This is an optimization exercise on Yosys and OpenROAD, whose aim is small area, not a production implementation.
The RTL was checked by simulation tests, not by an equivalence proof against the original design.

==> job 9349 <==
## nec16_core
module nec16_core (
    input  wire        clk,
    input  wire        rst,           
    input  wire        step,          
    output wire        ready,         
    output wire        done,          
    output wire        err,           
    output wire [1:0]  err_code,      
    input  wire [3:0]  dbg_sel,
    output wire [15:0] dbg_val,
    input  wire        host_we,
    input  wire [15:0] host_wdata,
    output wire        bus_req,
    output wire        bus_we,
    output wire [15:0] bus_addr,
    output wire [7:0]  bus_wdata,
    input  wire        bus_ack,
    input  wire [7:0]  bus_rdata,
    input  wire        bus_err,
    input  wire [1:0]  bus_err_code
);
    localparam [6:0]
        S_IDLE = 7'd0,
        S_ADV  = 7'd1,    
        S_LI   = 7'd2,    
        S_JI1  = 7'd3,    
        S_UJ   = 7'd4,    
        S_SPT  = 7'd5,    
        S_CA5  = 7'd6,    
        S_PO3  = 7'd7,    
        S_SA1S = 7'd8,    
        S_SA1L = 7'd9,    
        S_LA   = 7'd10,   
        S_GM2  = 7'd11,   
        S_SPW  = 7'd12,   
        S_CR   = 7'd13,   
        S_CA4  = 7'd14,   
        S_INC  = 7'd15,   
        S_CHK  = 7'd16,   
        S_LDPC = 7'd17,   
        S_CMP1 = 7'd18,
        S_CMP2 = 7'd19,
        S_CMPE = 7'd20,   
        S_CMP3 = 7'd21,   
        S_COPY = 7'd22,
        S_SW1  = 7'd23,
        S_SW2  = 7'd24,
        S_SW3  = 7'd25,
        S_JI2  = 7'd26,   
        S_PR1  = 7'd27,   
        S_PR2  = 7'd28,   
        S_CA1  = 7'd29,   
        S_CA3  = 7'd30,   
        S_SPI  = 7'd31,   
        S_PO1  = 7'd32,   
        S_PO5  = 7'd33,   
        S_SA2  = 7'd34,   
        S_GM1  = 7'd35,   
        S_GM3  = 7'd36,   
        S_SM   = 7'd37,   
        S_JM1  = 7'd38,   
        S_JM2  = 7'd39,   
        S_OI1  = 7'd40,   
        S_OI2  = 7'd41,   
        S_AL1  = 7'd42,   
  ...
==> flow/config.mk <==
export PLATFORM = sky130hd
export DESIGN_NAME = nec16_core
export DESIGN_NICKNAME = nec16_core
export VERILOG_FILES = /design/flow/design.v
export SDC_FILE = /design/flow/constraint.sdc
export NUM_CORES = 4
export LEC_CHECK = 0
export CAP_MARGIN = 0
export CORE_MARGIN = 2
export CORE_UTILIZATION = 50
export GPL_TIMING_DRIVEN = 0
export SLEW_MARGIN = 0
==> flow/constraint.sdc <==
create_clock -name core_clock -period 10.0 [get_ports {clk}]
set_input_delay 2.0000 -clock core_clock [delete_from_list [all_inputs] [get_ports {clk}]]
set_output_delay 2.0000 -clock core_clock [all_outputs]
set_load 0.01 [all_outputs]
standard.sh (not shown) runs the stock make flow with config.mk's settings and CLKGATE_MAP_FILE= SYNTH_SCRIPT=/design/flow/synth_recipe.tcl, a recipe that flattens the netlist after the stock synthesis.
==> flow/flow/run.sh <==
#!/bin/bash
# The standard layout (standard.sh) with three changes:
#  - synthesis maps with flow/abc.script (an area-oriented ABC script);
#  - ports are buffered with sky130_fd_sc_hd__buf_1;
#  - the clock tree is built from clkbuf_8 without dummy loads.
# Each ORFS step writes its full log under orfs/logs; make's output is in flow_make.log.
set -euo pipefail
HERE=$(pwd)
export AREA_ABC_SCRIPT=$HERE/flow/abc.script
export CTS_ARGS="-sink_clustering_enable -repair_clock_nets -buf_list sky130_fd_sc_hd__clkbuf_8 -dont_use_dummy_load"
bash standard.sh SYNTH_SCRIPT=$HERE/flow/synth.tcl "BUFFER_PORTS_ARGS=-buffer_cell sky130_fd_sc_hd__buf_1" finish > $HERE/flow_make.log 2>&1
==> flow/flow/abc.script <==
strash
&get -n
&deepsyn -T 60
&put
balance
rewrite
refactor
balance
rewrite
rewrite -z
balance
refactor -z
rewrite -z
balance
dch
amap
topo
==> flow/flow/synth.tcl <==
# synth_recipe.tcl with one change: the final technology mapping uses flow/abc.script
proc synth {args} { yosys synth -nofsm -noshare {*}$args }
proc abc {args} {
  set i [lsearch -exact $args -script]
  if { $i >= 0 } { lset args [expr { $i + 1 }] $::env(AREA_ABC_SCRIPT) }
  yosys abc {*}$args
}
source $::env(SCRIPTS_DIR)/synth.tcl
# left out here: clear keep_hierarchy, flatten, clean up, hide names made inside functions, write 1_2_yosys.v
==> job 6205 (differences from job 9349) <==
--- a/flow/design.v
+++ b/flow/design.v
@@ -163,20 +163,23 @@
         end else case (st)
             S_IDLE: begin
                 xs = X_H; wsel = dbg_sel;
                 if (step) nst = S_CHK;
                 else rwe = host_we;
             end
             S_CHK: begin
                 rsel = 4'd15; yr = 1'b1; ci = 1'b1;    
-                if (c16) begin fin = 1'b1; ferr = 1'b1; fcode = 2'd1; end
-                else nst = S_LDPC;
+                fl = 1'b1; nst = S_LDPC;
+            end
+            S_LDPC: begin
+                rsel = 4'd15; yr = 1'b1; tl = 1'b1;
+                if (F) begin fin = 1'b1; ferr = 1'b1; fcode = 2'd1; end
+                else nst = S_F0;
             end
-            S_LDPC: begin rsel = 4'd15; yr = 1'b1; tl = 1'b1; nst = S_F0; end
             S_ADV: begin
                 xs = X_T; rwe = 1'b1; wsel = 4'd15;    
                 case (opcode)
                     4'h0: case (regA)
                         4'h1, 4'h2, 4'h3: nst = S_CMP1;
                         4'h4: nst = B_RD | S_LI;
                         4'h5: nst = B_RD | S_JI1;
                         4'h6: nst = S_COPY;
@@ -278,20 +281,23 @@
             S_MU1: begin rsel = regB; yr = 1'b1; um = U_S; cl = 1'b1; nst = S_MUA; end
             S_MUA: begin rsel = regA; yr = U[15]; tl = 1'b1; um = U_Q; nst = S_MUL; end
             S_MUL: begin
                 if (cnt == 4'hf) nst = S_WT;
                 else begin rsel = regA; xs = X_TS; yr = U[15]; tl = 1'b1; um = U_Q; cinc = 1'b1; end
             end
             S_DV0: begin
                 rsel = regB; yr = 1'b1; kneg = 1'b1; cl = 1'b1;    
-                if (!c16) begin fin = 1'b1; ferr = 1'b1; fcode = 2'd3; end
-                else nst = S_DV1;
+                fl = 1'b1; nst = S_DV1;
+            end
+            S_DV1: begin
+                rsel = regA; yr = 1'b1; um = U_S;
+                if (!F) begin fin = 1'b1; ferr = 1'b1; fcode = 2'd3; end
+                else nst = S_DV2;
             end
-            S_DV1: begin rsel = regA; yr = 1'b1; um = U_S; nst = S_DV2; end
             S_DV2: begin tl = 1'b1; nst = S_DVA; end
             S_DVA: begin
                 rsel = regB; xs = X_TS; sinen = 1'b1; yr = 1'b1; yi = 1'b1; ci = 1'b1;
                 fl = 1'b1; fsrc = 2'd2; nst = S_DVB;
             end
             S_DVB: begin
                 rsel = regB; xs = X_TS; sinen = 1'b1; yr = F; yi = F; ci = F;
                 tl = 1'b1; um = U_Q; cinc = 1'b1; nst = (cnt == 4'hf) ? S_DVW : S_DVA;
==> flow/flow/run.sh (replaced) <==
#!/bin/bash
# The standard layout (standard.sh) with three changes:
#  - synthesis maps with flow/abc.script (an area-oriented ABC script);
#  - ports are buffered with sky130_fd_sc_hd__buf_1;
#  - the clock tree is built from clkbuf_8 (clusters of at most 14 sinks) without dummy loads.
# Each ORFS step writes its full log under orfs/logs; make's output is in flow_make.log.
set -euo pipefail
HERE=$(pwd)
export AREA_ABC_SCRIPT=$HERE/flow/abc.script
export CTS_ARGS="-sink_clustering_enable -repair_clock_nets -buf_list sky130_fd_sc_hd__clkbuf_8 -sink_clustering_size 14 -sink_clustering_max_diameter 50 -dont_use_dummy_load"
bash standard.sh SYNTH_SCRIPT=$HERE/flow/synth.tcl "BUFFER_PORTS_ARGS=-buffer_cell sky130_fd_sc_hd__buf_1" finish > $HERE/flow_make.log 2>&1
==> run notes <==
	job 9349	job 6205
Seq/total area	51.45%	52.94%
Reg-to-reg critical path endpoint	F	x[3][15]
Synthesized net count	1,482	1,458
Achievable Freq	103.8 MHz	108.0 MHz
Share of the clock period used by the worst path	96.31%	92.61%
Pin count of the biggest net entering global routing	31	33
Synth Area in Simple Gates	14.98%	13.44%
Portion of the post-synthesis area used by sequential elements	61.44%	61.31%
Share of the synthesized area in the top cell type	60.39%	60.25%
Vias in the first global route	12,398	12,069
Nonclk inv count	184	173
Layout overhead on the synthesized area	19.59%	15.89%
Floorplan core area	29,720 um2	29,800 um2
GRT Util Overall	34.51%	32.87%
Proportion of layout cells with a drive suffix above 1	15.53%	11.99%
Transition time at the pin with the least slew margin	1.422 ns	1.204 ns
Result of the run	finished clean	finished clean

==> separate check: timing with driven ports <==
No port has a modelled driver above. Below, the same layouts with a new extraction and two added sets of constraints. Step 1 sets driving cells, clkbuf_16 on the clock port and buf_2 on the other inputs (assumed; they add their load-dependent delay and slew). Step 2 times the ports against the registers' clock, not the clock port: input delays grow and output delays shrink by t, the midpoint of the rising clock arrivals with the driver on. Slacks: no drivers / after step 1 / after step 2; pairs: no drivers / after step 1.
run	t, ns	setup slack, ns	slew at the worst register clock pin (ns)
job 9349	0.623	0.369 / 0.369 / 0.369	0.07 / 0.07
job 6205	0.584	0.739 / 0.739 / 0.739	0.09 / 0.09
After both steps every run listed still meets setup and hold.
